This is an optimization exercise on Yosys and OpenROAD, whose aim is small area, a short achievable clock period and few clock cycles per item, not a production implementation. At most, simulation tests tie the RTL to the original design; equivalence was not proved.

Setup of the previous run:
==> flow/design.v <==
module qrow_decoder (
    input  wire         clk,
    input  wire         rst_n,
    input  wire         in_valid,
    output wire         in_ready,
    input  wire [127:0] in_bits,
    input  wire [7:0]   in_avail,
    output reg          out_valid,
    input  wire         out_ready,
    output wire         out_err,
    output wire [6:0]   out_len,
    output wire         out_is_last,
    output wire         out_is_neighbor,
    output wire [7:0]   out_qrow,
    output wire [15:0]  out_hitmap,
    output wire [63:0]  out_tot
);
    genvar g;
    function automatic [7:0] add8(input [7:0] x, input [7:0] y);
        reg [7:0] gg, pp, gn, pn;
        integer i, d;
        begin
            gg = x & y;
            pp = x ^ y;
            for (d = 1; d < 8; d = d * 2) begin
                gn = gg;
                pn = pp;
                for (i = d; i < 8; i = i + 1) begin
                    gn[i] = gg[i] | (pp[i] & gg[i-d]);
                    pn[i] = pp[i] & pp[i-d];
                end
                gg = gn;
                pp = pn;
            end
            add8 = (x ^ y) ^ {gg[6:0], 1'b0};
        end
    endfunction
    function automatic le8(input [7:0] x, input [7:0] y);
        reg [7:0] gt, eq, gn, en;
        integer i, d;
        begin
            gt = x & ~y;
            eq = ~(x ^ y);
            for (d = 1; d < 8; d = d * 2) begin
                gn = gt;
                en = eq;
                for (i = d; i < 8; i = i + 1) begin
                    gn[i] = gt[i] | (eq[i] & gt[i-d]);
                    en[i] = eq[i] & eq[i-d];
                end
                gt = gn;
                eq = en;
            end
            le8 = ~gt[7];
        end
    endfunction
    function automatic [3:0] pop8(input [7:0] x);
        reg s1, c1, s2, c2, s3, c3, s4, c4, s5, c5, s6, c6;
        begin
            {c1, s1} = x[0] + x[1] + x[2];
            {c2, s2} = x[3] + x[4] + x[5];
            {c3, s3} = x[6] + x[7];
            {c4, s4} = s1 + s2 + s3;             
            {c5, s5} = c1 + c2 + c3;             
            {c6, s6} = s5 + c4;                  
            pop8 = {c5 & c6, c5 ^ c6, s6, s4};
        end
    endfunction
    wire        is_nb = in_bits[126];
    wire [29:0] v;
    generate
        for (g = 0; g < 30; g = g + 1) begin : g_v
            assign v[g] = is_nb ? in_bits[125 - g] : in_bits[117 - g];
        end
    endgenerate
    wire [7:0]  px0, px1;
    wire [3:0]  q0, q1;
    qrow_decoder_quadrow u_r0 (.b(v[15:2]), .px(px0), .l(q0));
    wire [3:0]  l0 = v[0] ? q0 : 4'd0;
    wire [13:0] b1 = v[29:2] >> l0;
    qrow_decoder_quadrow u_r1 (.b(b1), .px(px1), .l(q1));
    wire [3:0]  l1 = v[1] ? q1 : 4'd0;
    wire [15:0] hm = {v[1] ? px1 : 8'd0, v[0] ? px0 : 8'd0};
    wire [3:0]  hc0 = pop8(hm[7:0]);
    wire [7:0]  a4  = add8({4'd0, l0}, {4'd0, !is_nb, 3'd4});      
    wire [7:0]  b4  = add8(a4, {2'd0, hc0, 2'b00});                
    reg [103:0] rb;          
    reg [7:0]   ra;          
    reg [15:0]  h;           
    reg [5:0]   r_a4;        
    reg [6:0]   r_b4;        
    reg [3:0]   rl1;         
    assign in_ready = !out_valid || out_ready;
    wire load = in_valid && (!out_valid || out_ready);
    always @(posedge clk) begin
        if (!rst_n)
            out_valid <= 1'b0;
        else
            out_valid <= in_valid || (out_valid && !out_ready);
    end
    integer i;
    always @(posedge clk) begin
        if (load) begin
            for (i = 0; i < 104; i = i + 1)
                rb[i] <= in_bits[127 - i];
            ra  <= in_avail;
            h   <= hm;
            r_a4 <= a4[5:0];
            r_b4 <= b4[6:0];
            rl1 <= l1;
        end
    end
    wire [7:0]  u0 = add8({2'd0, r_a4}, {4'd0, rl1});    
    wire [7:0]  u1 = add8({1'd0, r_b4}, {4'd0, rl1});    
    wire [62:0] x5 = {rb[62:40], u0[5] ? rb[71:32] : rb[39:0]};
    wire [46:0] x4 = u0[4] ? x5[62:16] : x5[46:0];
    wire [38:0] x3 = u0[3] ? x4[46:8]  : x4[38:0];
    wire [34:0] x2 = u0[2] ? x3[38:4]  : x3[34:0];
    wire [32:0] x1 = u0[1] ? x2[34:2]  : x2[32:0];
    wire [31:0] t0 = u0[0] ? x1[32:1]  : x1[31:0];
    wire [94:0] y6 = {rb[94:40], u1[6] ? rb[103:64] : rb[39:0]};
    wire [62:0] y5 = u1[5] ? y6[94:32] : y6[62:0];
    wire [46:0] y4 = u1[4] ? y5[62:16] : y5[46:0];
    wire [38:0] y3 = u1[3] ? y4[46:8]  : y4[38:0];
    wire [34:0] y2 = u1[2] ? y3[38:4]  : y3[34:0];
    wire [32:0] y1 = u1[1] ? y2[34:2]  : y2[32:0];
    wire [31:0] t1 = u1[0] ? y1[32:1]  : y1[31:0];
    wire [3:0]  c1  = pop8(h[15:8]);
    wire [7:0]  len = add8(u1, {2'd0, c1, 2'b00});
    wire        ok  = le8(len, ra);
    wire [15:0] hit = ok ? h : 16'd0;
    assign out_err         = !ok;
    assign out_len         = ok ? len[6:0] : 7'd0;
    assign out_is_last     = ok & rb[0];
    assign out_is_neighbor = ok & rb[1];
    assign out_qrow        = (ok & !rb[1]) ? {rb[2], rb[3], rb[4], rb[5], rb[6], rb[7], rb[8], rb[9]} : 8'd0;
    assign out_hitmap      = hit;
    wire [31:0] rr [0:1];
    assign rr[0] = t0;
    assign rr[1] = t1;
    wire [63:0] n;                   
    generate
        for (g = 0; g < 2; g = g + 1) begin : g_row
            wire [7:0]  m   = h[8*g +: 8];
            wire [2:0]  cq  = (m[0] + m[1]) + (m[2] + m[3]);
            wire [15:0] q0  = rr[g][15:0];
            wire [15:0] q1  = rr[g][31:0] >> {cq, 2'b00};
            wire [31:0] qq  = {q1, q0};
            genvar hq;
            for (hq = 0; hq < 2; hq = hq + 1) begin : g_quad
                wire [3:0]  mq = m[4*hq +: 4];
                wire [15:0] s  = qq[16*hq +: 16];
                wire [7:0]  p0 = s[7:0];
                wire [7:0]  p1 = (mq[0] & mq[1]) ? s[15:8] : (mq[0] | mq[1]) ? s[11:4] : s[7:0];
                wire [15:0] pp = {p1, p0};
                genvar e;
                for (e = 0; e < 2; e = e + 1) begin : g_pair
                    wire [7:0] u = pp[8*e +: 8];
                    wire       a = mq[2*e];
                    assign n[32*g + 16*hq + 8*e +: 4]     = u[3:0];
                    assign n[32*g + 16*hq + 8*e + 4 +: 4] = a ? u[7:4] : u[3:0];
                end
            end
        end
        for (g = 0; g < 16; g = g + 1) begin : g_tot
            assign out_tot[4*g + 3] = hit[g] & n[4*g + 0];
            assign out_tot[4*g + 2] = hit[g] & n[4*g + 1];
            assign out_tot[4*g + 1] = hit[g] & n[4*g + 2];
            assign out_tot[4*g + 0] = hit[g] & n[4*g + 3];
        end
    endgenerate
endmodule
module qrow_decoder_quadrow (
    input  wire [13:0] b,
    output wire [7:0]  px,
    output wire [3:0]  l
);
    wire [15:0] bb = {2'b00, b};
    reg  [15:0] p [1:7];     
    reg  [1:0]  m [1:6];     
    integer j, k;
    always @* begin
        for (k = 1; k <= 7; k = k + 1) p[k] = 16'd0;
        p[1][2] = 1'b1;
        for (k = 1; k < 7; k = k + 1)
            for (j = 3; j < 16; j = j + 1)
                p[k+1][j] = (p[k][j-1] & ~bb[j-1]) | (p[k][j-2] & bb[j-2]);
        for (k = 1; k <= 6; k = k + 1) begin
            m[k][1] = |(p[k] & bb);
            m[k][0] = ~m[k][1] | |(p[k][14:0] & bb[15:1]);
        end
    end
    wire       qa = b[0], qb = b[1];
    wire [1:0] pa = qa ? m[1] : 2'b00;
    wire [1:0] pb = qb ? (qa ? m[2] : m[1]) : 2'b00;
    wire [3:0] pr = {pb[0], pb[1], pa[0], pa[1]};     
    reg  [7:0]  sel;
    reg  [7:0]  x;
    reg  [15:0] pe;
    integer t, i;
    always @* begin
        sel = 8'd0;
        sel[1] = ~qa & ~qb; sel[2] = qa ^ qb; sel[3] = qa & qb;
        x = 8'd0;
        for (t = 0; t < 4; t = t + 1) begin
            for (i = 1; i <= 6; i = i + 1) begin
                x[2*t]     = x[2*t]     | (pr[t] & sel[i] & m[i][1]);
                x[2*t + 1] = x[2*t + 1] | (pr[t] & sel[i] & m[i][0]);
            end
            if (pr[t]) sel = {sel[6:0], 1'b0};
        end
        pe = 16'd0;
        for (i = 1; i <= 7; i = i + 1)
            if (sel[i]) pe = pe | p[i];
    end
    assign px = x;
    assign l = {|pe[15:8],
                |{pe[15:12], pe[7:4]},
                |{pe[15:14], pe[11:10], pe[7:6], pe[3:2]},
                |{pe[15], pe[13], pe[11], pe[9], pe[7], pe[5], pe[3], pe[1]}};
endmodule
Settings: LEC_CHECK=0, ABC_AREA=1, CAP_MARGIN=20, CORE_MARGIN=2, CORE_UTILIZATION=50, CTS_BUF_LIST=sky130_fd_sc_hd__clkbuf_8, CTS_CLUSTER_SIZE=40, PLACE_DENSITY=0.6, SETUP_SLACK_MARGIN=0.3, SLEW_MARGIN=20; clock period 32.0 ns.
standard.sh (not shown) runs the stock make flow with config.mk's settings and CLKGATE_MAP_FILE= SYNTH_SCRIPT=/design/flow/synth_recipe.tcl, a recipe that flattens the netlist after the stock synthesis.
==> flow/flow/run.sh <==
#!/bin/bash
# The standard layout, run with three changes that leave the clock and
# constraints as they are:
#  - synthesis maps the logic with an area-oriented ABC script (flops and
#    their names come out of Yosys exactly as in the standard synthesis);
#  - plain port buffers;
#  - setup repair aimed well inside the clock period.
# The make output goes to make_flow.log; each ORFS step keeps its own log
# under orfs/logs.
set -euo pipefail
W=$(pwd)
rm -rf "$W/scripts_area"
cp -r "$FLOW_HOME/scripts" "$W/scripts_area"
cat > "$W/scripts_area/abc_area.script" <<'EOA'
strash
&get -n
&deepsyn -T 60
&put
dch
amap
EOA
bash standard.sh "SCRIPTS_DIR=$W/scripts_area" "SETUP_SLACK_MARGIN=19" "BUFFER_PORTS_ARGS=-buffer_cell sky130_fd_sc_hd__buf_1" finish > make_flow.log 2>&1
Testbench counts of the previous run, summed over its fixed seeds: cycles 24,008, items 24,000.
What the current run does differently from the previous run at the input level:
--- a/flow/design.v
+++ b/flow/design.v
@@ -72,20 +72,21 @@
         for (g = 0; g < 30; g = g + 1) begin : g_v
             assign v[g] = is_nb ? in_bits[125 - g] : in_bits[117 - g];
         end
     endgenerate
     wire [7:0]  px0, px1;
-    wire [3:0]  q0, q1;
-    qrow_decoder_quadrow u_r0 (.b(v[15:2]), .px(px0), .l(q0));
-    wire [3:0]  l0 = v[0] ? q0 : 4'd0;
-    wire [13:0] b1 = v[29:2] >> l0;
-    qrow_decoder_quadrow u_r1 (.b(b1), .px(px1), .l(q1));
-    wire [3:0]  l1 = v[1] ? q1 : 4'd0;
+    wire [3:0]  ql0, ql1;
+    qrow_decoder_quadrow u_r0 (.b(v[15:2]), .px(px0), .l(ql0));
+    wire [3:0]  l0 = v[0] ? ql0 : 4'd0;
+    wire [27:0] b1s = v[29:2] >> l0;
+    wire [13:0] b1 = b1s[13:0];
+    qrow_decoder_quadrow u_r1 (.b(b1), .px(px1), .l(ql1));
+    wire [3:0]  l1 = v[1] ? ql1 : 4'd0;
     wire [15:0] hm = {v[1] ? px1 : 8'd0, v[0] ? px0 : 8'd0};
     wire [3:0]  hc0 = pop8(hm[7:0]);
-    wire [7:0]  a4  = add8({4'd0, l0}, {4'd0, !is_nb, 3'd4});      
-    wire [7:0]  b4  = add8(a4, {2'd0, hc0, 2'b00});                
+    wire [7:0]  a4  = add8({4'd0, l0}, {4'd0, !is_nb, 3'd4});
+    wire [7:0]  b4  = add8(a4, {2'd0, hc0, 2'b00});
     reg [103:0] rb;          
     reg [7:0]   ra;          
     reg [15:0]  h;           
     reg [5:0]   r_a4;        
     reg [6:0]   r_b4;        
@@ -101,15 +102,15 @@
     integer i;
     always @(posedge clk) begin
         if (load) begin
             for (i = 0; i < 104; i = i + 1)
                 rb[i] <= in_bits[127 - i];
-            ra  <= in_avail;
-            h   <= hm;
+            ra   <= in_avail;
+            h    <= hm;
             r_a4 <= a4[5:0];
             r_b4 <= b4[6:0];
-            rl1 <= l1;
+            rl1  <= l1;
         end
     end
     wire [7:0]  u0 = add8({2'd0, r_a4}, {4'd0, rl1});    
     wire [7:0]  u1 = add8({1'd0, r_b4}, {4'd0, rl1});    
     wire [62:0] x5 = {rb[62:40], u0[5] ? rb[71:32] : rb[39:0]};
[summary]
- Having completed the whole flow, the current run delivered a layout that passed the timing, design-rule and antenna checks.
- Between the current run and the previous run, the post-synthesis share of cell area spent on full adders, half adders and majority gates does not differ in any meaningful way.
- Between the current run and the previous run, the difference in number of buffers created by CTS is negligible.
- As far as number of hold violations in the final report goes, the current run and the previous run are indistinguishable; the numbers are identical.
- The current run vs. the previous run: hold slack saw little to no change; cell area after layout comparable; TritonCTS sink count essentially unchanged.
- Re post-route clock skew: no difference whatsoever between the previous run and the current run.
- Taking the previous run as the reference, in the current run count of input and output buffers essentially unchanged; fraction of final layout cells sized beyond drive strength 1 barely changed.
Testbench counts of the current run, summed over its fixed seeds: cycles 24,008, items 24,000.

========
Setup of the baseline:
qrow_decoder, a different RTL version from the one above (not shown whole).
For scale: roughly 2400 cells after synthesis, roughly 140 flip-flops, roughly 21000 um^2 of cells after synthesis.
==> module qrow_decoder_quadrow, before the edit <==
module qrow_decoder_quadrow (
    input  wire [13:0] b,
    output wire [7:0]  px,
    output wire [3:0]  l
);
    wire [15:0] bb = {2'b00, b};
    reg  [15:0] p [1:7];     
    reg  [1:0]  m [1:7];     
    integer j, k;
    always @* begin
        for (k = 1; k <= 7; k = k + 1) p[k] = 16'd0;
        p[1][2] = 1'b1;
        for (k = 1; k < 7; k = k + 1)
            for (j = 3; j < 16; j = j + 1)
                p[k+1][j] = (p[k][j-1] & ~bb[j-1]) | (p[k][j-2] & bb[j-2]);
        for (k = 1; k <= 6; k = k + 1) begin
            m[k][1] = |(p[k] & bb);
            m[k][0] = ~m[k][1] | |(p[k][14:0] & bb[15:1]);
        end
        m[7] = 2'b00;
    end
    wire       qa = b[0], qb = b[1];
    wire [1:0] pa = qa ? m[1] : 2'b00;
    wire [1:0] pb = qb ? (qa ? m[2] : m[1]) : 2'b00;
    wire [3:0] pr = {pb[0], pb[1], pa[0], pa[1]};     
    reg  [1:0]  mp [1:6];
    reg  [15:0] pp [1:6];
    always @* begin
        for (k = 1; k <= 6; k = k + 1) begin
            mp[k] = qa ? m[k+1] : m[k];
            pp[k] = qa ? p[k+1] : p[k];
        end
        for (k = 1; k <= 5; k = k + 1) begin
            mp[k] = qb ? mp[k+1] : mp[k];
            pp[k] = qb ? pp[k+1] : pp[k];
        end
    end
    reg  [4:0]  sel;
    reg  [7:0]  x;
    reg  [15:0] pe;
    integer t;
    always @* begin
        sel = 5'b00001;
        x = 8'd0;
        for (t = 0; t < 4; t = t + 1) begin
            for (k = 1; k <= 4; k = k + 1) begin
                x[2*t]     = x[2*t]     | (pr[t] & sel[k-1] & mp[k][1]);
                x[2*t + 1] = x[2*t + 1] | (pr[t] & sel[k-1] & mp[k][0]);
            end
            if (pr[t]) sel = {sel[3:0], 1'b0};
        end
        pe = 16'd0;
        for (k = 1; k <= 5; k = k + 1)
            if (sel[k-1]) pe = pe | pp[k];
    end
    assign px = x;
    assign l = {|pe[15:8],
                |{pe[15:12], pe[7:4]},
                |{pe[15:14], pe[11:10], pe[7:6], pe[3:2]},
                |{pe[15], pe[13], pe[11], pe[9], pe[7], pe[5], pe[3], pe[1]}};
endmodule
clock: 32.0 ns
lec_check: 0
cap_margin: 20
core_margin: 2
core_utilization: 30
place_density: 0.35
setup_slack_margin: 0.3
slew_margin: 20
==> flow/flow/run.sh <==
#!/bin/bash
# The standard layout, with plain port buffers and setup repair aimed
# well inside the clock period (the clock and constraints are unchanged).
set -euo pipefail
bash standard.sh "SETUP_SLACK_MARGIN=18" "BUFFER_PORTS_ARGS=-buffer_cell sky130_fd_sc_hd__buf_2" finish > make_flow.log 2>&1
Testbench counts of the baseline, summed over its fixed seeds: cycles 24,008, items 24,000.
For the candidate, these inputs were changed with respect to the baseline:
==> flow/design.v, changed modules only <==
module qrow_decoder_quadrow (
    input  wire [13:0] b,
    output wire [7:0]  px,
    output wire [3:0]  l
);
    wire [15:0] bb = {2'b00, b};
    reg  [15:0] p [1:7];     
    reg  [1:0]  m [1:6];     
    integer j, k;
    always @* begin
        for (k = 1; k <= 7; k = k + 1) p[k] = 16'd0;
        p[1][2] = 1'b1;
        for (k = 1; k < 7; k = k + 1)
            for (j = 3; j < 16; j = j + 1)
                p[k+1][j] = (p[k][j-1] & ~bb[j-1]) | (p[k][j-2] & bb[j-2]);
        for (k = 1; k <= 6; k = k + 1) begin
            m[k][1] = |(p[k] & bb);
            m[k][0] = ~m[k][1] | |(p[k][14:0] & bb[15:1]);
        end
    end
    wire       qa = b[0], qb = b[1];
    wire [1:0] pa = qa ? m[1] : 2'b00;
    wire [1:0] pb = qb ? (qa ? m[2] : m[1]) : 2'b00;
    wire [3:0] pr = {pb[0], pb[1], pa[0], pa[1]};     
    reg  [7:0]  sel;
    reg  [7:0]  x;
    reg  [15:0] pe;
    integer t, i;
    always @* begin
        sel = 8'd0;
        sel[1] = ~qa & ~qb; sel[2] = qa ^ qb; sel[3] = qa & qb;
        x = 8'd0;
        for (t = 0; t < 4; t = t + 1) begin
            for (i = 1; i <= 6; i = i + 1) begin
                x[2*t]     = x[2*t]     | (pr[t] & sel[i] & m[i][1]);
                x[2*t + 1] = x[2*t + 1] | (pr[t] & sel[i] & m[i][0]);
            end
            if (pr[t]) sel = {sel[6:0], 1'b0};
        end
        pe = 16'd0;
        for (i = 1; i <= 7; i = i + 1)
            if (sel[i]) pe = pe | p[i];
    end
    assign px = x;
    assign l = {|pe[15:8],
                |{pe[15:12], pe[7:4]},
                |{pe[15:14], pe[11:10], pe[7:6], pe[3:2]},
                |{pe[15], pe[13], pe[11], pe[9], pe[7], pe[5], pe[3], pe[1]}};
endmodule
## What came out
Of the baseline and the candidate, the candidate shows the lower fraction of the mapped netlist area in compound gates, with the baseline above it.
The post-placement setup slack reported for the candidate is smaller than that of the baseline by 0.84 ns.
Between the baseline and the candidate, number of gates on the worst path with buffers counted is higher for the candidate, the baseline comes in under that.
Summary of the candidate over the baseline: worst clock skew on the final layout up 0.0055 ns, portion of the clock cycle consumed by the worst path in the final layout moved up.
Where minimum clock period after layout is concerned, the baseline is better than the candidate.
On final worst slack: the candidate sits below the baseline.
The baseline ended up with out_tot[61] as its critical path capture point; the candidate ended up with out_tot[62].
First-iteration DRC count was lower in the run labelled the baseline.
Per the comparison of the candidate with the baseline, final area down 2.1%; area after synthesis down about 2.2%; post-layout instance count excluding filler cells down 94.
Only the layout flow was run in the candidate; the RTL was not checked for function there.

-- what the ideal ports hide --
No port has a modelled driver above. Below, the same layouts with a new extraction and two added sets of constraints.
Step 1 sets driving cells, clkbuf_16 on the clock port and buf_2 on the other inputs (assumed; they add their load-dependent delay and slew).
Step 2 moves the port delays by t, midway between the first and last clock arrival at a register: inputs arrive t later, outputs are due t later. That takes back most of the time a late clock gives input paths.
Slacks: ideal ports / drivers / drivers and shift; pairs: ideal ports / drivers.
run | t, ns | setup WS [ns] | worst setup path after step 2 | clock arrival spread, ns
the previous run | 0.516 | 18.811 / 18.776 / 18.733 | input to register | 0.012 / 0.013
the current run | 0.516 | 18.811 / 18.776 / 18.733 | input to register | 0.012 / 0.013
the baseline | 0.516 | 18.280 / 18.213 / 17.919 | input to register | 0.017 / 0.017
the candidate | 0.523 | 18.187 / 18.125 / 17.832 | input to register | 0.029 / 0.028
After both steps every run listed still meets setup and hold. For the baseline, which loses most, drivers alone change the setup slack by -0.067 ns; drivers and shift together by -0.361 ns.
